Source: an optimization exercise on an open RTL-to-GDS flow (aim: small area, a short achievable clock period and few clock cycles per item). Production flows keep margins and buffers that such runs may drop. Only simulation tests tie the RTL to the original design; equivalence was not proved. No activity file was given, so power comes from the tool's default toggle rates.

## flow/design.v

```verilog
module ydl_corr_cordic #(
    parameter integer ITER      = 18,
    parameter integer W         = 38,    
    parameter integer GUARD     = 6,     
    parameter integer CORR_FRAC = 16,
    parameter integer ZW        = 24
) (
    input  wire                 clk,
    input  wire                 rst,
    input  wire                 start,
    input  wire [13:0]          distance,
    output reg                  done,
    output reg  signed [ZW-1:0] corr
);
    function [ZW-1:0] atan_tab(input [4:0] i);
        case (i)
            5'd0:  atan_tab = 24'd2949120;
            5'd1:  atan_tab = 24'd1740967;
            5'd2:  atan_tab = 24'd919879;
            5'd3:  atan_tab = 24'd466945;
            5'd4:  atan_tab = 24'd234379;
            5'd5:  atan_tab = 24'd117304;
            5'd6:  atan_tab = 24'd58666;
            5'd7:  atan_tab = 24'd29335;
            5'd8:  atan_tab = 24'd14668;
            5'd9:  atan_tab = 24'd7334;
            5'd10: atan_tab = 24'd3667;
            5'd11: atan_tab = 24'd1833;
            5'd12: atan_tab = 24'd917;
            5'd13: atan_tab = 24'd458;
            5'd14: atan_tab = 24'd229;
            5'd15: atan_tab = 24'd115;
            5'd16: atan_tab = 24'd57;
            5'd17: atan_tab = 24'd29;
            5'd18: atan_tab = 24'd14;
            5'd19: atan_tab = 24'd7;
            5'd20: atan_tab = 24'd4;
            5'd21: atan_tab = 24'd2;
            5'd22: atan_tab = 24'd1;
            default: atan_tab = 24'd0;
        endcase
    endfunction
    reg                 busy;
    reg        [4:0]    iter;
    reg signed [W-1:0]  x, y;
    reg signed [ZW-1:0] z;
    wire        [27:0]  x_mag  = distance * 28'd15530;
    wire signed [27:0]  y_val  = $signed(28'd1553) - $signed({14'd0, distance}) * 28'sd10;
    wire signed [W-1:0] x0     = $signed({{(W-28-GUARD){1'b0}}, x_mag, {GUARD{1'b0}}});
    wire signed [W-1:0] y0     = ($signed({{(W-28){y_val[27]}}, y_val}) * 218) <<< GUARD;
    wire signed [W-1:0] x_sh = x >>> iter;
    wire signed [W-1:0] y_sh = y >>> iter;
    wire signed [ZW-1:0] a_i = $signed(atan_tab(iter));
    always @(posedge clk) begin
        if (rst) begin
            busy <= 1'b0;
            done <= 1'b0;
            iter <= 5'd0;
        end else begin
            done <= 1'b0;
            if (start) begin
                x    <= x0;
                y    <= y0;
                z    <= {ZW{1'b0}};
                iter <= 5'd0;
                busy <= (distance != 14'd0);
                if (distance == 14'd0) begin
                    corr <= {ZW{1'b0}};
                    done <= 1'b1;
                end
            end else if (busy) begin
                if (!y[W-1]) begin
                    x <= x + y_sh;
                    y <= y - x_sh;
                    z <= z + a_i;
                end else begin
                    x <= x - y_sh;
                    y <= y + x_sh;
                    z <= z - a_i;
                end
                iter <= iter + 5'd1;
                if (iter == ITER - 1) begin
                    busy <= 1'b0;
                    done <= 1'b1;
                    corr <= (!y[W-1]) ? z + a_i : z - a_i;
                end
            end
        end
    end
endmodule
module ydl_angle_engine (
    input  wire        clk,
    input  wire        rst,
    input  wire        hdr_valid,
    output wire        hdr_ready,
    input  wire [15:0] hdr_start_code,
    input  wire [15:0] hdr_end_code,
    input  wire [7:0]  hdr_count,
    input  wire [13:0] hdr_dist_first,
    input  wire [13:0] hdr_dist_last,
    input  wire        smp_valid,
    output wire        smp_ready,
    input  wire [23:0] smp_raw,
    output wire        out_valid,
    input  wire        out_ready,
    output reg  [15:0] out_angle,
    output reg  [13:0] out_dist,
    output reg  [9:0]  out_intensity,
    output reg         out_last
);
    localparam [2:0] S_IDLE  = 3'd0,   
                     S_CFIRST = 3'd1,  
                     S_CLAST = 3'd2,   
                     S_DIV   = 3'd3,   
                     S_SMP   = 3'd4,   
                     S_SCORR = 3'd5,   
                     S_OUT   = 3'd6;   
    localparam signed [27:0] TURN16 = 28'sd360 <<< 16;
    localparam signed [37:0] TURN24 = 38'sd360 <<< 24;
    reg [2:0] state;
    reg        [14:0] start_q, end_q;    
    reg        [7:0]  count_q;
    reg        [13:0] dist_last_q;
    reg        [7:0]  left_q;            
    reg signed [27:0] fsa;               
    reg        [33:0] step;              
    reg        [33:0] acc;               
    reg [33:0] div_rem_num;              
    reg [7:0]  div_rem;
    reg [5:0]  div_cnt;
    reg                cor_start;
    reg         [13:0] cor_dist;
    wire               cor_done;
    wire signed [23:0] cor_val;
    ydl_corr_cordic u_corr (
        .clk   (clk),
        .rst   (rst),
        .start (cor_start),
        .distance (cor_dist),
        .done  (cor_done),
        .corr  (cor_val)
    );
    assign hdr_ready = (state == S_IDLE);
    assign smp_ready = (state == S_SMP);
    assign out_valid = (state == S_OUT);
    wire [9:0]  smp_int  = {smp_raw[9:8], smp_raw[7:0]};
    wire [13:0] smp_dist = {smp_raw[23:16], smp_raw[15:10]};
    wire signed [27:0] lsa      = $signed({13'd0, end_q} <<< 10) + cor_val;
    wire signed [27:0] span_raw = lsa - fsa;
    wire signed [27:0] span_p1  = span_raw[27] ? span_raw + TURN16 : span_raw;
    wire signed [27:0] span_p2  = span_p1[27] ? span_p1 + TURN16 : span_p1;
    wire signed [27:0] span_mod = (span_p2 >= TURN16) ? span_p2 - TURN16 : span_p2;
    wire signed [37:0] raw_sum = ($signed({{10{fsa[27]}}, fsa}) <<< 8)
                               + $signed({4'd0, acc})
                               + ($signed({{14{cor_val[23]}}, cor_val}) <<< 8)
                               + 38'sd65536;
    wire signed [37:0] raw_sgl = ($signed({{10{fsa[27]}}, fsa}) <<< 8) + 38'sd65536;
    wire signed [37:0] raw_r   = (count_q == 8'd1) ? raw_sgl : raw_sum;
    wire signed [37:0] wrap1   = raw_r[37] ? raw_r + TURN24 : raw_r;
    wire signed [37:0] wrap2   = (wrap1 >= TURN24) ? wrap1 - TURN24 : wrap1;
    wire signed [37:0] wrap3   = (wrap2 >= TURN24) ? wrap2 - TURN24 : wrap2;
    wire        [15:0] angle_q = wrap3[32:17];
    wire [9:0] div_try = {1'b0, div_rem, div_rem_num[33]} - {2'b0, count_q - 8'd1};
    always @(posedge clk) begin
        if (rst) begin
            state     <= S_IDLE;
            cor_start <= 1'b0;
        end else begin
            cor_start <= 1'b0;
            case (state)
                S_IDLE: begin
                    if (hdr_valid) begin
                        start_q     <= hdr_start_code[15:1];
                        end_q       <= hdr_end_code[15:1];
                        count_q     <= hdr_count;
                        left_q      <= hdr_count;
                        dist_last_q <= hdr_dist_last;
                        cor_dist    <= hdr_dist_first;
                        cor_start   <= 1'b1;
                        state       <= S_CFIRST;
                    end
                end
                S_CFIRST: begin
                    if (cor_done) begin
                        fsa <= $signed({13'd0, start_q} <<< 10) + cor_val;
                        acc <= 34'd0;
                        if (count_q == 8'd1) begin
                            step  <= 34'd0;
                            state <= S_SMP;
                        end else begin
                            cor_dist  <= dist_last_q;
                            cor_start <= 1'b1;
                            state     <= S_CLAST;
                        end
                    end
                end
                S_CLAST: begin
                    if (cor_done) begin
                        div_rem_num <= {span_mod[25:0], 8'd0};
                        div_rem     <= 8'd0;
                        div_cnt     <= 6'd0;
                        step        <= 34'd0;
                        state       <= S_DIV;
                    end
                end
                S_DIV: begin
                    div_rem_num <= {div_rem_num[32:0], 1'b0};
                    if (!div_try[9]) begin
                        div_rem <= div_try[7:0];
                        step    <= {step[32:0], 1'b1};
                    end else begin
                        div_rem <= {div_rem[6:0], div_rem_num[33]};
                        step    <= {step[32:0], 1'b0};
                    end
                    div_cnt <= div_cnt + 6'd1;
                    if (div_cnt == 6'd33)
                        state <= S_SMP;
                end
                S_SMP: begin
                    if (smp_valid) begin
                        out_dist      <= smp_dist;
                        out_intensity <= smp_int;
                        out_last      <= (left_q == 8'd1);
                        left_q        <= left_q - 8'd1;
                        cor_dist      <= smp_dist;
                        cor_start     <= 1'b1;
                        state         <= S_SCORR;
                    end
                end
                S_SCORR: begin
                    if (cor_done) begin
                        out_angle <= angle_q;
                        acc       <= acc + step;
                        state     <= S_OUT;
                    end
                end
                S_OUT: begin
                    if (out_ready)
                        state <= out_last ? S_IDLE : S_SMP;
                end
                default: state <= S_IDLE;
            endcase
        end
    end
endmodule
```

## flow/run.sh

```bash
#!/bin/bash
# synth_recipe.tcl (not shown) runs the flow's synth.tcl, then flattens the netlist and writes it again
# the make line also repeats each setting of config.mk as NAME=value (left out here)
make -C /OpenROAD-flow-scripts/flow DESIGN_CONFIG=/design/flow/config.mk WORK_HOME=/design/flow/orfs CLKGATE_MAP_FILE= SYNTH_SCRIPT=/design/flow/synth_recipe.tcl finish
```

## flow/config.mk

```make
export PLATFORM = sky130hd
export DESIGN_NAME = ydl_angle_engine
export DESIGN_NICKNAME = ydl_angle_engine
export VERILOG_FILES = /design/flow/design.v
export SDC_FILE = /design/flow/constraint.sdc
export NUM_CORES = 4
export LEC_CHECK = 0
export CAP_MARGIN = 20
export CORE_MARGIN = 2
export CORE_UTILIZATION = 40
export SLEW_MARGIN = 20
```

## flow/constraint.sdc

```tcl
create_clock -name core_clock -period 12.0 [get_ports {clk}]
set_input_delay 2.4000 -clock core_clock [delete_from_list [all_inputs] [get_ports {clk}]]
set_output_delay 2.4000 -clock core_clock [all_outputs]
set_load 0.01 [all_outputs]
```

==> results.json <==
{
  "status": "no timing/DRC/antenna violations",
  "drtPass1Iterations": 6,
  "crit_arrival_ns": 10.46,
  "yosysSeqAreaShare_pct": 28.84,
  "synth_top_flop_cell": "edfxtp_1",
  "clk_pin_slew_worst_paths_ns": 0.06,
  "hpwl_um": 85110,
  "finalNetCount": 5115,
  "syn_inst": 4367,
  "start_util_pct": 40.41,
  "grt_pass1_vias": 32067,
  "synth_top_cell_area_share_pct": 27.24,
  "synthArstFlopShare_pct": 0,
  "area_delta_synth_final_pct": 11.17,
  "postCtsSetupRepairBufs": 0,
  "crit_slowest_cell": "or4b_2",
  "slew_headroom_pct": 31.50,
  "yosys.area.top_type": "edfxtp_1",
  "fillers": 9844,
  "layout-drive-gt1-share_pct": 6.765,
  "p_per_area_nw_per_um2": 292.4,
  "finalMaxSlewViolations": 0,
  "io_buffers": 138,
  "rows": 117,
  "ys_warn_count": 2,
  "post_drt_wl_per_cell_um": 18.48,
  "dieHeight_um": 325.1,
  "synthMuxAreaShare_pct": 7.131,
  "ant_nets": 0,
  "fin_skew_ns": 0.03550,
  "drtIter0Drc": 2390,
  "regArea_um2": 11910,
  "coreArea_um2": 102000,
  "start_kind": "register",
  "final_hold_viol_count": 0,
  "clockBufferDepth": 3,
  "clk_latency_ns": 0.64,
  "path_buf_inv": 1,
  "multi_input_area_um2": 27580,
  "netlist_area_um2": 41230,
  "ys_ff_latch": 407,
  "ctsResizeCount": 0,
  "clockRootBuffer": "clkbuf_16",
  "via_count": 32511,
  "fin_util_pct": 44.92,
  "fp.dieW_um": 325.1,
  "power_mw": 13.40,
  "synth_top_family_by_area": "adder cells",
  "min_path_type": "reg2reg",
  "die-area_um2": 105700,
  "cts.sinks": 407,
  "rsz0062_at_grt": "false",
  "dp_cells": 5770,
  "avgSynthCellArea_um2": 9.441,
  "synth-compound-area-share_pct": 15.89,
  "max_cap_violations": 0,
  "r2r_setup_slack_ns": 1.91,
  "layout_worst_path_cycle_share_pct": 84.10,
  "drc_errors": 0,
  "layout.cells.non_filler": 5862,
  "path_class": "reg2reg",
  "synth-edff-count": 374,
  "crit_path_max_incr_delay_ns": 0.63,
  "setup_viol": 0,
  "numCtsBuffers": 49,
  "worstPathRequired_ns": 12.37,
  "tightest_slew_ns": 1.002,
  "ys_types": 94,
  "synth-xor-area-share_pct": 8.275,
  "grt_pass1_wl_um": 173100,
  "setup-tns-final_ns": 0,
  "grt-ovfl-total": 0,
  "endpoint_kind": "register",
  "crit_family": "simple AND/OR/NAND/NOR gates",
  "cpMostUsedCell": "ha_1",
  "h-tree-depth": 2,
  "ir_drop_mv": 1.583,
  "synth-adder-area-share_pct": 20.13,
  "whs_ns": 0.4533,
  "cp_max_fo": 14,
  "viasPerCell": 5.546,
  "yosysMostFrequentCell": "ha_1",
  "synth_fp_nets": 5029,
  "ys_top_cells_by_count": "ha_1 (401), nor2_1 (392), edfxtp_1 (374), inv_1 (340), nand2_1 (330)",
  "synthTopCellsByArea": "edfxtp_1 (27%), ha_1 (12%), fa_1 (8.0%), xnor2_1 (5.5%), mux4_2 (4.9%)",
  "antenna_cells": 0,
  "cts_tree": "built",
  "finalWeightedCongestion": 0.9668,
  "grt_max_degree": 83,
  "io_pins": 141,
  "grt_use_total_pct": 20.22,
  "routed_wirelength_um": 108400,
  "p_leak_nw": 18.56,
  "cts-hold-fix-buffers": 0,
  "synthSimpleGateAreaFrac_pct": 15.28,
  "antenna_found_initial": 0,
  "min_period_ns": 10.09,
  "fmax_ghz": 0.09909
}
[cells in the final DEF, fill, tap and decap left out, types with 36 or more instances in the layout]
| cell | netlist | routed |
|---|---|---|
| ha_1 | 401 | 401 |
| nor2_1 | 392 | 389 |
| edfxtp_1 | 374 | 374 |
| inv_1 | 340 | 340 |
| nand2_1 | 330 | 330 |
| a21oi_1 | 314 | 314 |
| o21ai_0 | 268 | 268 |
| xnor2_1 | 259 | 259 |
| fa_1 | 164 | 164 |
| clkdlybuf4s50_1 | 0 | 138 |
| xor2_1 | 128 | 128 |
| nor3_1 | 106 | 103 |
| mux4_2 | 90 | 90 |
| and2_1 | 82 | 82 |
| a21o_1 | 73 | 73 |
| nand3_1 | 68 | 68 |
| mux2i_1 | 65 | 65 |
| clkbuf_16 | 0 | 52 |
| nand2b_1 | 46 | 46 |
| and3_1 | 46 | 46 |
| o21a_1 | 44 | 44 |
| nor2b_1 | 42 | 42 |
| a211oi_1 | 43 | 42 |
| o21bai_1 | 39 | 39 |
| buf_4 | 0 | 39 |
| a31oi_1 | 36 | 36 |
[power breakdown]
part | leakage (nW) | switching, mW | internal (mW)
Clock | 0.811 | 0.668 | 0.905
Combinational | 14.0 | 5.42 | 4.23
Sequential | 3.75 | 0.225 | 1.96
[cell type report]
class	count	share of cell area, %
Inverter	346	2.833
Timing Repair Buffer	177	3.652
Sequential cell	407	25.97
Tap cell	1368	3.734
Clock inverter	31	0.7261
Clock buffer	61	2.913
Multi-Input combinational cell	3472	60.17
[cells by family (layout without fill, tap and decap cells)]
logic type,Yosys count,in the layout
mux,178,178
fa+ha+maj,565,565
simple gates,1300,1300
buf+inv,488,615
xor+xnor,388,388
flops,407,407
compound gates,1041,1041
[flip-flops by register name, summed over array words and instances (netlist names), 6 cells and up]
| register | flops |
|---|---|
| end_q | 15 |
| acc | 34 |
| fsa | 27 |
| div_cnt | 6 |
| dist_last_q | 14 |
| out_angle | 16 |
| u_corr.x | 38 |
| left_q | 8 |
| u_corr.z | 24 |
| u_corr.a_i | 22 |
| start_q | 15 |
| div_rem_num | 26 |
| u_corr.corr | 24 |
| count_q | 8 |
| div_rem | 8 |
| u_corr.y | 38 |
| out_intensity | 10 |
| cor_dist | 14 |
| step | 34 |
| out_dist | 14 |
[routing by layer]
layer / wire length (um) / vias up / GRT usage, %
met2: 51960 / 742 / 34.61
met3: 5429 / 151 / 2.970
met1: 47730 / 15676 / 26.41
met4: 3240 / 0 / 5.998
li1: - / 15942 / -
met5: 0 / - / 0
[metrics by stage]
| stage | instance area [um2] | worst slack (ns) |
|---|---|---|
| after floorplan | 41230 | 3.969 |
| after global placement | 44160 | 1.922 |
| after detailed placement | 44160 | 1.950 |
| after CTS | 45830 | 1.919 |
| after global routing | 45840 | 1.309 |
| final | 45840 | 1.908 |
[worst paths after layout]
check | cells past startpoint | to | from
max reg2reg | 31 | out_angle[13] | fsa[1]
min | 0 | fsa[0] | u_corr.corr[0]
max | 31 | out_angle[13] | fsa[1]
min reg2reg | 0 | fsa[0] | u_corr.corr[0]
Testbench counts, summed over its fixed seeds: cycles 1,198,176, items 56,574.

==> re-timing with driven ports <==
In the flow no input, the clock included, has a driving cell. The finished layout below was timed again as built, in two steps.
Step 1 assumes that a clkbuf_16 drives the clock port and a buf_2 every other input.
Step 2 times the ports against the registers' clock, not the clock port: input delays grow and output delays shrink by t, the midpoint of the rising clock arrivals with the driver on.
Three values: ideal ports, drivers, drivers and shift; two values: the first two.
t, ns: 0.692
setup WS [ns]: 1.908 / 1.908 / 1.908
worst setup path after step 2: register to register
After both steps this run still meets setup and hold. For this run, drivers alone change the setup slack by 0.000 ns; drivers and shift together by 0.000 ns.
